This is an optimization exercise on Yosys and OpenROAD, whose aim is small area, a short achievable clock period and few clock cycles, not a production implementation. At most, simulation tests tie the RTL to the original design; equivalence was not proved. Power is estimated from default activity; no workload was simulated.

Setup of the baseline:
==> flow/design.v (excerpt) <==
module raster_block (
    input  wire        clk,
    input  wire        rst,           
    input  wire        reg_valid,
    input  wire        reg_write,
    input  wire [5:0]  reg_addr,
    input  wire [31:0] reg_wdata,
    output reg  [31:0] reg_rdata,
    output wire        reg_berr,
    output wire        pix_re,
    output wire [15:0] pix_addr,
    input  wire [7:0]  pix_rdata,
    output wire        bmp_re,
    output wire        bmp_we,
    output wire [12:0] bmp_addr,
    output wire [7:0]  bmp_wdata,
    input  wire [7:0]  bmp_rdata,
    output wire        out_we,
    output wire [14:0] out_addr,
    output wire [7:0]  out_wdata,
    output wire        busy_o
);
==> flow/config.mk <==
export PLATFORM = sky130hd
export DESIGN_NAME = raster_block
export DESIGN_NICKNAME = raster_block
export VERILOG_FILES = /design/flow/design.v
export SDC_FILE = /design/flow/constraint.sdc
export NUM_CORES = 4
export LEC_CHECK = 0
export CAP_MARGIN = 20
export CORE_MARGIN = 2
export CORE_UTILIZATION = 40
export PLACE_DENSITY = 0.6
export SETUP_SLACK_MARGIN = 4
export SLEW_MARGIN = 20
==> flow/constraint.sdc <==
create_clock -name core_clock -period 11.0 [get_ports {clk}]
set_input_delay 2.2000 -clock core_clock [delete_from_list [all_inputs] [get_ports {clk}]]
set_output_delay 2.2000 -clock core_clock [all_outputs]
set_load 0.01 [all_outputs]
run.sh (not shown) runs the stock make flow with config.mk's settings and CLKGATE_MAP_FILE= SYNTH_SCRIPT=/design/flow/synth_recipe.tcl, a recipe that flattens the netlist after the stock synthesis.
The baseline finished every stage and its layout cleared the timing, DRC and antenna checks.
Setup changes, the baseline to the candidate
-- flow/config.mk --
<<< the baseline, line 10
export CORE_UTILIZATION = 40
export PLACE_DENSITY = 0.6
export SETUP_SLACK_MARGIN = 4
export SLEW_MARGIN = 20
>>> the candidate, line 10
export CORE_UTILIZATION = 40
export PLACE_DENSITY = 0.6
export SETUP_SLACK_MARGIN = 5
export SLEW_MARGIN = 20
Results
Looking at the reports, the baseline completed the entire flow and the layout it produced met the timing, DRC and antenna checks.
The candidate: all stages complete, timing, DRC and antenna checks passed
Of the baseline and the candidate, the baseline shows the lower total chip power, with the candidate above it.
Total clock sinks: the baseline vs the candidate identical
The candidate ended with more net switching power than the baseline.
The baseline → the candidate: synthesis-to-finish area growth went up 2.8 points, relative max-transition margin went down 4.0 points, clock network fraction of design power went down 0.2 points.
The wire length on met1 in the candidate was higher than what the baseline gave.
Clock period minus worst slack: higher on the baseline
Re H-tree depth: no difference whatsoever between the candidate and the baseline.
The candidate vs the baseline: cell count up in the candidate
No run of this note included a check of the RTL's function; only the layout flow was run.

---

== build 49 ==
Another version of the RTL of raster_block (not shown whole).
Size: ~1800 cells after synthesis, ~160 I/O pins, ~0.017 sq mm of cells after synthesis.
make LEC_CHECK=0 CAP_MARGIN=20 CORE_MARGIN=2 CORE_UTILIZATION=40 PLACE_DENSITY=0.6 SETUP_SLACK_MARGIN=5 SLEW_MARGIN=20 finish   # period 11.0 ns
Testbench counts of build 49, summed over its fixed seeds: cycles 1,107,324.
The following lists how build 19 was set up differently from build 49:
-- flow/config.mk --
<<< build 49, line 8
>>> build 19, line 8
export ABC_AREA = 1
==> results.txt <==
Build 19 has proportion of power drawn by the clock network below what build 49 had. Leading cell type in the layout, fill and taps excluded = nand2_1: build 19; leading cell type in the layout, fill and taps excluded = edfxtp_1: build 49. Build 49 -> build 19: number of cells on the worst reg-to-reg path increased by more than a quarter. Between build 49 and build 19, area after detailed placement decreased. In build 19 relative to build 49, internal portion of total power had gone up by a few percent.
Relative to build 19, the following input files were edited for build 85:
==> flow/flow/run.sh (new file) <==
#!/bin/bash
# Layout: the standard ORFS flow (standard.sh, with the standard
# synthesis unchanged), except that the port buffers which placement puts on
# every input and output are sky130_fd_sc_hd__buf_1 cells instead of the
# resizer's default pick (a delay cell, clkdlybuf4s50_1); timing repair still
# resizes them where a path needs it. Each ORFS step writes its full log
# under orfs/logs/; make's own output goes to make.log here.
set -euo pipefail
bash standard.sh "BUFFER_PORTS_ARGS=-buffer_cell sky130_fd_sc_hd__buf_1" finish > make.log 2>&1
==> flow/standard.sh (new file) <==
#!/bin/bash
# synth_recipe.tcl (not shown) runs the flow's synth.tcl, then flattens the netlist and writes it again
# the make line also repeats each setting of config.mk as NAME=value (left out here)
make -C /OpenROAD-flow-scripts/flow DESIGN_CONFIG=/design/flow/config.mk WORK_HOME=/design/flow/orfs CLKGATE_MAP_FILE= SYNTH_SCRIPT=/design/flow/synth_recipe.tcl "${@:-finish}"
-- flow/config.mk --
<<< build 19, line 12
>>> build 85, line 12
export CTS_CLUSTER_DIAMETER = 150
export CTS_CLUSTER_SIZE = 20
removed: flow/run.sh
Results
- Build 85: PASS, flow complete, no timing, DRC or antenna violations
- Looking at clock power share, build 85 sits below build 19.
- The slowest cell on the critical path comes out a221oi_2 in one run and nor2_1 in the other, namely in build 19 and build 85 respectively.
- [compare] base=build 19 new=build 85: area of the mapped netlist has remained practically unchanged, worst setup slack after layout has increased, iteration count of the initial detailed-routing pass has decreased, wire length reported by the detailed router has decreased.
- Final total power: build 85 vs build 19 down about 14%

==> separate check: timing with driven ports <==
No port has a modelled driver above. Below, the same layouts with a new extraction and two added sets of constraints.
Step 1: set_driving_cell puts a clkbuf_16 on clk and a buf_2 on each other input, an assumption about the parent block.
Step 2 also shifts input and output timing later by t, the mid clock arrival at the registers, as if the neighbouring blocks saw the same clock.
Slacks: ideal / step 1 / step 2; pairs: ideal / step 1.
run	t (ns)	setup slack, ns	clock arrival spread, ns
the baseline	0.611	4.114 / 4.051 / 4.051	0.018 / 0.017
the candidate	0.612	5.027 / 4.974 / 4.974	0.015 / 0.016
build 49	0.624	4.778 / 4.705 / 4.705	0.026 / 0.026
build 19	0.658	4.843 / 4.790 / 4.790	0.026 / 0.026
build 85	0.585	4.892 / 4.853 / 4.853	0.037 / 0.038
After both steps setup and hold are still met in every run listed. For build 49, which loses most, drivers alone change the setup slack by -0.073 ns; drivers and shift together by -0.073 ns.
